From an optimization exercise on the open Yosys and OpenROAD flow, aimed at small area; shortcuts taken in it are not production practice.
The RTL was checked by simulation tests, not by an equivalence proof against the original design.
Power and IR drop assume default switching activity.

==> flow/design.v <==
module ftservo_tx_framer (
    input  wire       clk,
    input  wire       rst,
    input  wire       tx_start,
    input  wire [7:0] tx_id,
    input  wire [7:0] tx_instr,
    input  wire [7:0] tx_k,
    output wire       tx_busy,
    input  wire       tx_pvalid,
    input  wire [7:0] tx_pdata,
    output wire       tx_pready,
    output reg        tx_ovalid,
    output reg  [7:0] tx_odata,
    input  wire       tx_oready,
    output reg        tx_done,
    output reg        tx_err
);
    localparam [7:0] MAX_PARAMS = 8'd244;
    localparam [2:0] S_IDLE  = 3'd0,
                     S_HDR0  = 3'd1,
                     S_HDR1  = 3'd2,
                     S_ID    = 3'd3,
                     S_LEN   = 3'd4,
                     S_INSTR = 3'd5,
                     S_PARAM = 3'd6,
                     S_CSUM  = 3'd7;
    reg [2:0] state;
    reg [7:0] id_q;
    reg [7:0] instr_q;
    reg [7:0] k_q;
    reg [7:0] cnt;       
    reg [7:0] sum;       
    wire [7:0] len = k_q + 8'd2;
    assign tx_busy   = (state != S_IDLE);
    assign tx_pready = (state == S_PARAM) && tx_oready;
    always @(*) begin
        tx_ovalid = 1'b0;
        tx_odata  = 8'h00;
        case (state)
            S_HDR0:  begin tx_ovalid = 1'b1;      tx_odata = 8'hFF;    end
            S_HDR1:  begin tx_ovalid = 1'b1;      tx_odata = 8'hFF;    end
            S_ID:    begin tx_ovalid = 1'b1;      tx_odata = id_q;     end
            S_LEN:   begin tx_ovalid = 1'b1;      tx_odata = len;      end
            S_INSTR: begin tx_ovalid = 1'b1;      tx_odata = instr_q;  end
            S_PARAM: begin tx_ovalid = tx_pvalid; tx_odata = tx_pdata; end
            S_CSUM:  begin tx_ovalid = 1'b1;      tx_odata = ~sum;     end
            default: begin tx_ovalid = 1'b0;      tx_odata = 8'h00;    end
        endcase
    end
    wire fire = tx_ovalid && tx_oready;
    always @(posedge clk) begin
        if (rst) begin
            state   <= S_IDLE;
            id_q    <= 8'h00;
            instr_q <= 8'h00;
            k_q     <= 8'h00;
            cnt     <= 8'h00;
            sum     <= 8'h00;
            tx_done <= 1'b0;
            tx_err  <= 1'b0;
        end else begin
            tx_done <= 1'b0;
            case (state)
                S_IDLE: begin
                    if (tx_start) begin
                        if (tx_k > MAX_PARAMS) begin
                            tx_done <= 1'b1;
                            tx_err  <= 1'b1;
                        end else begin
                            id_q    <= tx_id;
                            instr_q <= tx_instr;
                            k_q     <= tx_k;
                            cnt     <= 8'h00;
                            sum     <= 8'h00;
                            state   <= S_HDR0;
                        end
                    end
                end
                S_HDR0: if (fire) state <= S_HDR1;
                S_HDR1: if (fire) state <= S_ID;
                S_ID: if (fire) begin
                    sum   <= sum + tx_odata;
                    state <= S_LEN;
                end
                S_LEN: if (fire) begin
                    sum   <= sum + tx_odata;
                    state <= S_INSTR;
                end
                S_INSTR: if (fire) begin
                    sum   <= sum + tx_odata;
                    state <= (k_q == 8'h00) ? S_CSUM : S_PARAM;
                end
                S_PARAM: if (fire) begin
                    sum <= sum + tx_odata;
                    cnt <= cnt + 8'd1;
                    if (cnt + 8'd1 == k_q)
                        state <= S_CSUM;
                end
                S_CSUM: if (fire) begin
                    state   <= S_IDLE;
                    tx_done <= 1'b1;
                    tx_err  <= 1'b0;
                end
                default: state <= S_IDLE;
            endcase
        end
    end
endmodule
module ftservo_rx_receiver (
    input  wire       clk,
    input  wire       rst,
    input  wire       rx_start,
    input  wire [7:0] rx_xid,
    input  wire       rx_any,
    input  wire       rx_bvalid,
    input  wire [7:0] rx_bdata,
    input  wire       rx_timeout,
    input  wire       rx_rderr,
    output reg        rx_active,
    output reg        rx_pvalid,
    output reg  [7:0] rx_pdata,
    output reg        rx_done,
    output reg  [3:0] rx_result,
    output reg  [7:0] rx_pkt_id,
    output reg  [7:0] rx_pkt_err,
    output reg  [7:0] rx_pkt_count
);
    localparam [3:0] RES_SUCCESS   = 4'd0,
                     RES_RXFAIL    = 4'd4,
                     RES_RXTIMEOUT = 4'd6,
                     RES_RXCORRUPT = 4'd7;
    localparam [7:0] RX_FRAME_MAX = 8'd250;
    localparam [2:0] SC_EMPTY = 3'd0,    
                     SC_FF1   = 3'd1,    
                     SC_FF2   = 3'd2,    
                     SC_ID    = 3'd3,    
                     SC_BODY  = 3'd4;    
    reg [2:0] sc;
    reg [7:0] x_q;
    reg       any_q;
    reg [7:0] id_q;
    reg [7:0] len_q;
    reg [7:0] err_q;
    reg [7:0] cnt;       
    reg [7:0] sum;       
    wire id_ok   = any_q || (rx_bdata == x_q);
    wire len_bad = (rx_bdata < 8'd2) || ({1'b0, rx_bdata} + 9'd4 > {1'b0, RX_FRAME_MAX});
    always @(posedge clk) begin
        if (rst) begin
            rx_active    <= 1'b0;
            rx_pvalid    <= 1'b0;
            rx_pdata     <= 8'h00;
            rx_done      <= 1'b0;
            rx_result    <= 4'd0;
            rx_pkt_id    <= 8'h00;
            rx_pkt_err   <= 8'h00;
            rx_pkt_count <= 8'h00;
            sc           <= SC_EMPTY;
            x_q          <= 8'h00;
            any_q        <= 1'b0;
            id_q         <= 8'h00;
            len_q        <= 8'h00;
            err_q        <= 8'h00;
            cnt          <= 8'h00;
            sum          <= 8'h00;
        end else begin
            rx_done   <= 1'b0;
            rx_pvalid <= 1'b0;
            if (!rx_active) begin
                if (rx_start) begin
                    rx_active <= 1'b1;
                    x_q       <= rx_xid;
                    any_q     <= rx_any;
                    sc        <= SC_EMPTY;
                end
            end else if (rx_timeout) begin
                rx_active <= 1'b0;
                rx_done   <= 1'b1;
                rx_result <= RES_RXTIMEOUT;
            end else if (rx_rderr) begin
                rx_active <= 1'b0;
                rx_done   <= 1'b1;
                rx_result <= RES_RXFAIL;
            end else if (rx_bvalid) begin
                case (sc)
                    SC_EMPTY: begin
                        if (rx_bdata == 8'hFF)
                            sc <= SC_FF1;
                    end
                    SC_FF1: begin
                        if (rx_bdata == 8'hFF)
                            sc <= SC_FF2;
                        else
                            sc <= SC_EMPTY;
                    end
                    SC_FF2: begin
                        if (id_ok) begin
                            id_q <= rx_bdata;
                            sc   <= SC_ID;
                        end else if (rx_bdata == 8'hFF) begin
                            sc <= SC_FF2;        
                        end else begin
                            sc <= SC_EMPTY;
                        end
                    end
                    SC_ID: begin
                        if (len_bad) begin
                            rx_active <= 1'b0;
                            rx_done   <= 1'b1;
                            rx_result <= RES_RXCORRUPT;
                            sc        <= SC_EMPTY;
                        end else begin
                            len_q <= rx_bdata;
                            sum   <= id_q + rx_bdata;
                            cnt   <= 8'h00;
                            sc    <= SC_BODY;
                        end
                    end
                    SC_BODY: begin
                        cnt <= cnt + 8'd1;
                        if (cnt == len_q - 8'd1) begin
                            rx_active <= 1'b0;
                            rx_done   <= 1'b1;
                            sc        <= SC_EMPTY;
                            if (rx_bdata == ~sum) begin
                                rx_result    <= RES_SUCCESS;
                                rx_pkt_id    <= id_q;
                                rx_pkt_err   <= err_q;
                                rx_pkt_count <= len_q - 8'd2;
                            end else begin
                                rx_result <= RES_RXCORRUPT;
                            end
                        end else begin
                            sum <= sum + rx_bdata;
                            if (cnt == 8'h00) begin
                                err_q <= rx_bdata;
                            end else begin
                                rx_pvalid <= 1'b1;
                                rx_pdata  <= rx_bdata;
                            end
                        end
                    end
                    default: sc <= SC_EMPTY;
                endcase
            end
        end
    end
endmodule
module ftservo_word_unit (
    input  wire        clk,
    input  wire        rst,
    input  wire        w_valid,
    input  wire [2:0]  w_op,
    input  wire [7:0]  w_a,
    input  wire [7:0]  w_b,
    input  wire [7:0]  w_c,
    input  wire [31:0] w_opa,
    output reg         w_done,
    output reg  [31:0] w_result
);
    localparam [2:0] OP_MAKE      = 3'd0,
                     OP_LOBYTE    = 3'd1,
                     OP_HIBYTE    = 3'd2,
                     OP_TO_HOST   = 3'd3,
                     OP_TO_DEVICE = 3'd4;
    wire        e = w_c[0];
    wire [3:0]  s = w_b[3:0];
    wire [15:0] v16 = w_opa[15:0];
    wire [31:0] sbit = 32'd1 << s;
    wire [31:0] host_mag = {16'h0000, v16} & ~sbit;
    wire [31:0] to_host  = v16[s] ? (32'd0 - host_mag) : {16'h0000, v16};
    wire [31:0] dev_neg   = 32'd0 - w_opa;
    wire [31:0] to_device = w_opa[31] ? (dev_neg | sbit) : w_opa;
    reg [31:0] result_d;
    always @(*) begin
        case (w_op)
            OP_MAKE:      result_d = e ? {16'h0000, w_a, w_b} : {16'h0000, w_b, w_a};
            OP_LOBYTE:    result_d = e ? {24'h000000, v16[15:8]} : {24'h000000, v16[7:0]};
            OP_HIBYTE:    result_d = e ? {24'h000000, v16[7:0]} : {24'h000000, v16[15:8]};
            OP_TO_HOST:   result_d = to_host;
            OP_TO_DEVICE: result_d = to_device;
            default:      result_d = 32'h00000000;
        endcase
    end
    always @(posedge clk) begin
        if (rst) begin
            w_done   <= 1'b0;
            w_result <= 32'h00000000;
        end else begin
            w_done <= w_valid;
            if (w_valid)
                w_result <= result_d;
        end
    end
endmodule
module ftservo_codec (
    input  wire        clk,
    input  wire        rst,
    input  wire        tx_start,
    input  wire [7:0]  tx_id,
    input  wire [7:0]  tx_instr,
    input  wire [7:0]  tx_k,
    output wire        tx_busy,
    input  wire        tx_pvalid,
    input  wire [7:0]  tx_pdata,
    output wire        tx_pready,
    output wire        tx_ovalid,
    output wire [7:0]  tx_odata,
    input  wire        tx_oready,
    output wire        tx_done,
    output wire        tx_err,
    input  wire        rx_start,
    input  wire [7:0]  rx_xid,
    input  wire        rx_any,
    input  wire        rx_bvalid,
    input  wire [7:0]  rx_bdata,
    input  wire        rx_timeout,
    input  wire        rx_rderr,
    output wire        rx_active,
    output wire        rx_pvalid,
    output wire [7:0]  rx_pdata,
    output wire        rx_done,
    output wire [3:0]  rx_result,
    output wire [7:0]  rx_pkt_id,
    output wire [7:0]  rx_pkt_err,
    output wire [7:0]  rx_pkt_count,
    input  wire        w_valid,
    input  wire [2:0]  w_op,
    input  wire [7:0]  w_a,
    input  wire [7:0]  w_b,
    input  wire [7:0]  w_c,
    input  wire [31:0] w_opa,
    output wire        w_done,
    output wire [31:0] w_result
);
    ftservo_tx_framer u_tx (
        .clk(clk), .rst(rst),
        .tx_start(tx_start), .tx_id(tx_id), .tx_instr(tx_instr), .tx_k(tx_k),
        .tx_busy(tx_busy),
        .tx_pvalid(tx_pvalid), .tx_pdata(tx_pdata), .tx_pready(tx_pready),
        .tx_ovalid(tx_ovalid), .tx_odata(tx_odata), .tx_oready(tx_oready),
        .tx_done(tx_done), .tx_err(tx_err)
    );
    ftservo_rx_receiver u_rx (
        .clk(clk), .rst(rst),
        .rx_start(rx_start), .rx_xid(rx_xid), .rx_any(rx_any),
        .rx_bvalid(rx_bvalid), .rx_bdata(rx_bdata),
        .rx_timeout(rx_timeout), .rx_rderr(rx_rderr),
        .rx_active(rx_active), .rx_pvalid(rx_pvalid), .rx_pdata(rx_pdata),
        .rx_done(rx_done), .rx_result(rx_result),
        .rx_pkt_id(rx_pkt_id), .rx_pkt_err(rx_pkt_err), .rx_pkt_count(rx_pkt_count)
    );
    ftservo_word_unit u_word (
        .clk(clk), .rst(rst),
        .w_valid(w_valid), .w_op(w_op), .w_a(w_a), .w_b(w_b), .w_c(w_c), .w_opa(w_opa),
        .w_done(w_done), .w_result(w_result)
    );
endmodule
==> flow/run.sh <==
#!/bin/bash
# synth_recipe.tcl (not shown) runs the flow's synth.tcl, then flattens the netlist and writes it again
# the make line also repeats each setting of config.mk as NAME=value (left out here)
make -C /OpenROAD-flow-scripts/flow DESIGN_CONFIG=/design/flow/config.mk WORK_HOME=/design/flow/orfs CLKGATE_MAP_FILE= SYNTH_SCRIPT=/design/flow/synth_recipe.tcl finish
==> flow/config.mk <==
export PLATFORM = sky130hd
export DESIGN_NAME = ftservo_codec
export DESIGN_NICKNAME = ftservo_codec
export VERILOG_FILES = /design/flow/design.v
export SDC_FILE = /design/flow/constraint.sdc
export NUM_CORES = 4
export LEC_CHECK = 0
export CAP_MARGIN = 20
export CORE_AREA = 10 10 170 170
export DIE_AREA = 0 0 180 180
export SLEW_MARGIN = 20
==> flow/constraint.sdc <==
create_clock -name core_clock -period 10.0 [get_ports {clk}]
set_input_delay 2.0000 -clock core_clock [delete_from_list [all_inputs] [get_ports {clk}]]
set_output_delay 2.0000 -clock core_clock [all_outputs]
set_load 0.01 [all_outputs]
==> impl_metrics.py <==
metrics = {
    "placed_design": {
        "port_buffers": 194,
        "place_hpwl_um": 25000,
        "place_ws_ps": 4250,
        "gp_congestion": 0.902,
        "dpl-instance-area_mm2": 0.0127,
    },
    "floorplanning": {
        "die_h_um": 180,
        "initial_utilization": 0.423,
        "die_area_mm2": 0.0324,
        "coreArea_mm2": 0.0252,
        "io-pin-count": 203,
        "rows": 58,
        "die_w_um": 180,
    },
    "global_routing": {
        "grt_max_degree": 87,
        "track_usage": 0.202,
        "grt_busiest_layer": "met2",
        "met3_usage": 0.0492,
        "grt_pass1_vias": 9877,
        "grt_antenna_before_repair": 0,
        "met1_usage": 0.263,
        "met2_usage": 0.330,
        "grt.overflow.total": 0,
        "grt_pass1_wl_um": 55000,
    },
    "critical_path": {
        "worstPathArrival_ps": 3610,
        "rrSetupSlack_ps": 5920,
        "reg2reg_from": "u_tx.state[0]",
        "worstPathMaxFanout": 3,
        "end_kind": "primary output",
        "required_ps": 8000,
        "critPathKind": "primary input to primary output",
        "ff2ff_path_depth": 13,
        "start_kind": "primary input",
        "reg2reg_to": "u_tx.sum[7]",
        "startpoint": "tx_pdata[1]",
    },
    "synthesis": {
        "synthMuxAreaShare": 0.0975,
        "synth_largest_area_cell": "dfxtp_1",
        "synth_compound_area_frac": 0.212,
        "postSynthRegisterBits": 168,
        "yosysSeqAreaShare": 0.316,
        "synth-async-reset-ratio": 0,
        "synth_top_area_frac": 0.316,
        "synth_top_family_by_area": "simple AND/OR/NAND/NOR gates",
        "postSynthAreaPerCell_um2": 8.12,
        "ys_warn_count": 3,
        "synth_edf_count": 0,
        "synth_xor_area_frac": 0.0691,
        "ys_top_cells_by_area": "dfxtp_1 (32%), mux2i_1 (7.7%), nor2_1 (5.2%)",
        "synth_fp_nets": 1464,
        "synthSimpleGateAreaFrac": 0.219,
        "synth_fa_ha_area_frac": 0.0414,
        "synth_cell_type_count": 92,
        "synth_area_mm2": 0.0106,
        "synthCells": 1312,
        "synth_flop_cell": "dfxtp_1",
    },
    "cts": {
        "cts_made_buffers": 17,
        "worstSkewPairLatency_ps": 430,
        "clockBufferDepth": 2,
        "htree_levels": 4,
        "clk_pin_slew_worst_paths_ps": 70,
        "cts_tree": "done",
        "clockRootBuffer": "clkbuf_16",
        "cts_setup_buffers": 0,
        "hold_buffers": 0,
        "cts_sinks": 168,
        "cts-resized-gates": 0,
    },
    "routing": {
        "vias": 10200,
        "first_pass_iters": 5,
        "ant_nets": 0,
        "wl_per_cell_um": 19.0,
        "viasPerCell": 5.72,
        "drcViolationCount": 0,
        "drt_wl_total_um": 34000,
        "drt_iter0_drc": 776,
    },
    "cells_and_area": {
        "fin_area_mm2": 0.0133,
        "diodes": 0,
        "final_cell_mix": "clkdlybuf4s50_1 (193), dfxtp_1 (168), nor2_1 (148)",
        "syn2layout_area_growth_pct": 25.2,
        "final_layout_size_suffix_gt1_frac": 0.0638,
        "final_common_cell": "clkdlybuf4s50_1",
        "nNetsFinal": 1596,
    },
    "sta": {
        "hold_viol": 0,
        "rsz0062_at_grt": "false",
        "postLayoutSetupSlackWorst_ps": 4390,
        "worst_pin_slew_ps": 913,
        "tns_ps": 0,
        "relSlewSlack": 0.390,
        "drv_slew": 0,
        "finalCritPeriodShare": 0.561,
        "fin_crit_ps": 5610,
        "setup_viol": 0,
        "clock.fmax_ghz": 0.178,
        "clock_skew_ps": 24.4,
    },
    "worst_hold_path": {
        "hold_end": "u_tx.id_q[7]",
        "holdCritPathClass": "register to register",
        "holdCritStartpoint": "u_tx.id_q[7]",
        "hold_path_depth": 2,
    },
    "flow_run": {
        "drv_cap": 0,
    },
    "power_and_ir_drop": {
        "power_density_mw_per_mm2": 149,
        "vdd_drop_max_uv": 132,
        "p_leak_nw": 4.87,
    },
    "outcome": {
        "status": "no timing/DRC/antenna violations",
    },
}
==> cells by family (layout without fill, tap and decap cells) <==
group,after synthesis,after routing
flops,168,168
other cells,1,1
xor+xnor,84,84
mux,96,96
compound gates,332,332
buf+inv,119,264
simple gates,478,478
fa+ha+maj,34,34
==> sequential cells by signal, indices dropped and copies added, names as in the netlist, 8 cells and up <==
signal / cells
u_rx.cnt: 8
u_rx.err_q: 8
u_rx.id_q: 8
u_rx.len_q: 8
u_rx.rx_pdata: 8
u_rx.rx_pkt_count: 8
u_rx.rx_pkt_err: 8
u_rx.rx_pkt_id: 8
u_rx.sum: 8
u_rx.x_q: 8
u_tx.cnt: 8
u_tx.id_q: 8
u_tx.instr_q: 8
u_tx.k_q: 8
u_tx.sum: 8
u_word.w_result: 32
==> power by group <==
group / internal (W) / leakage (nW) / total [W] / switching, W
Combinational: 0.000252 / 3.22 / 0.000598 / 0.000345
Sequential: 0.000698 / 1.36 / 0.000726 / 0.0000282
Clock: 0.000340 / 0.291 / 0.000669 / 0.000329
==> worst max path at each step <==
| stage | endpoint | slack [ps] | cells past startpoint |
|---|---|---|---|
| after floorplan | tx_odata[7] | 5380 | 3 |
| after global placement | u_word.w_result[10] | 4230 | 10 |
| after detailed placement | u_word.w_result[10] | 4250 | 10 |
| after CTS | tx_odata[1] | 4360 | 4 |
| after global routing | tx_odata[6] | 4340 | 6 |
| final | tx_odata[1] | 4390 | 4 |
==> cells in the mapped netlist (all sizes together), types with 4 or more instances <==
cell / count
dfxtp: 168
nor2: 150
nand2: 143
a21oi: 101
mux2i: 82
clkbuf: 73
xnor2: 54
o21ai: 51
ha: 32
nor3: 32
xor2: 30
nand3: 29
inv: 25
a211oi: 24
a221o: 22
buf: 21
nand2b: 20
nor4: 20
a31oi: 14
o31ai: 13
or3: 13
a221oi: 12
o22ai: 12
mux2: 9
nand4: 9
nor2b: 9
o21bai: 9
and2: 7
o21a: 7
o221ai: 7
o41ai: 7
or4: 7
or4b: 7
a21o: 6
a22oi: 6
a311oi: 6
nand3b: 6
o211ai: 6
mux4: 5
or2: 5
a21boi: 4
and3: 4
==> stage by stage <==
step / hold slack (ps) / instances / utilization / total power [W]
2_1_floorplan: 436 / 1312 / - / 0.00110
4_1_cts: 458 / 1787 / 0.529 / 0.00201
3_5_place_dp: 447 / 1755 / 0.505 / 0.00134
3_3_place_gp: 445 / 1755 / 0.505 / 0.00133
6_report: 455 / 1787 / 0.529 / 0.00199
5_1_grt: 475 / 1787 / 0.529 / 0.00210
==> critical path: stages <==
cell,delay (ps)
clkdlybuf4s50_1,460
a221oi_1,70
a21oi_1,450
clkdlybuf4s50_1,630
==> area by class of cell <==
class / instances / area [um^2]
clock buffer: 17 / 425
clock inverter: 15 / 183
fill: 2390 / 11800
inverter: 25 / 93.8
multi-input combinational: 1025 / 6820
sequential: 168 / 3360
tap: 330 / 413
timing repair buffer: 207 / 2040
==> layer usage <==
metal,wire (um),vias to the layer above
met5,0,-
met4,374,0
met3,2440,26
met2,15800,364
met1,15400,4798
li1,-,5036

[re-timing with driven ports]
How much do the figures lean on ideal ports? The routed layout below was timed once more, with nothing changed but the port constraints. Step 1 assumes that a clkbuf_16 drives the clock port and a buf_2 every other input. Step 2, shift: input delay + t, output delay - t, t = (earliest + latest rising clock arrival at the registers) / 2. This alone moves slack from input paths to output paths. Three values: no drivers, after step 1, after step 2; two values: the first two.
t, ns: 0.471
setup slack, ns: 4.387 / 4.349 / 4.113
worst setup path after step 2: input to register
clock arrival spread, ns: 0.025 / 0.024
worst slew at a driven data input, ns: 0.06
After both steps setup and hold are still met in this run. The setup slack of this run moves by -0.038 ns with the drivers and by -0.274 ns with both steps.
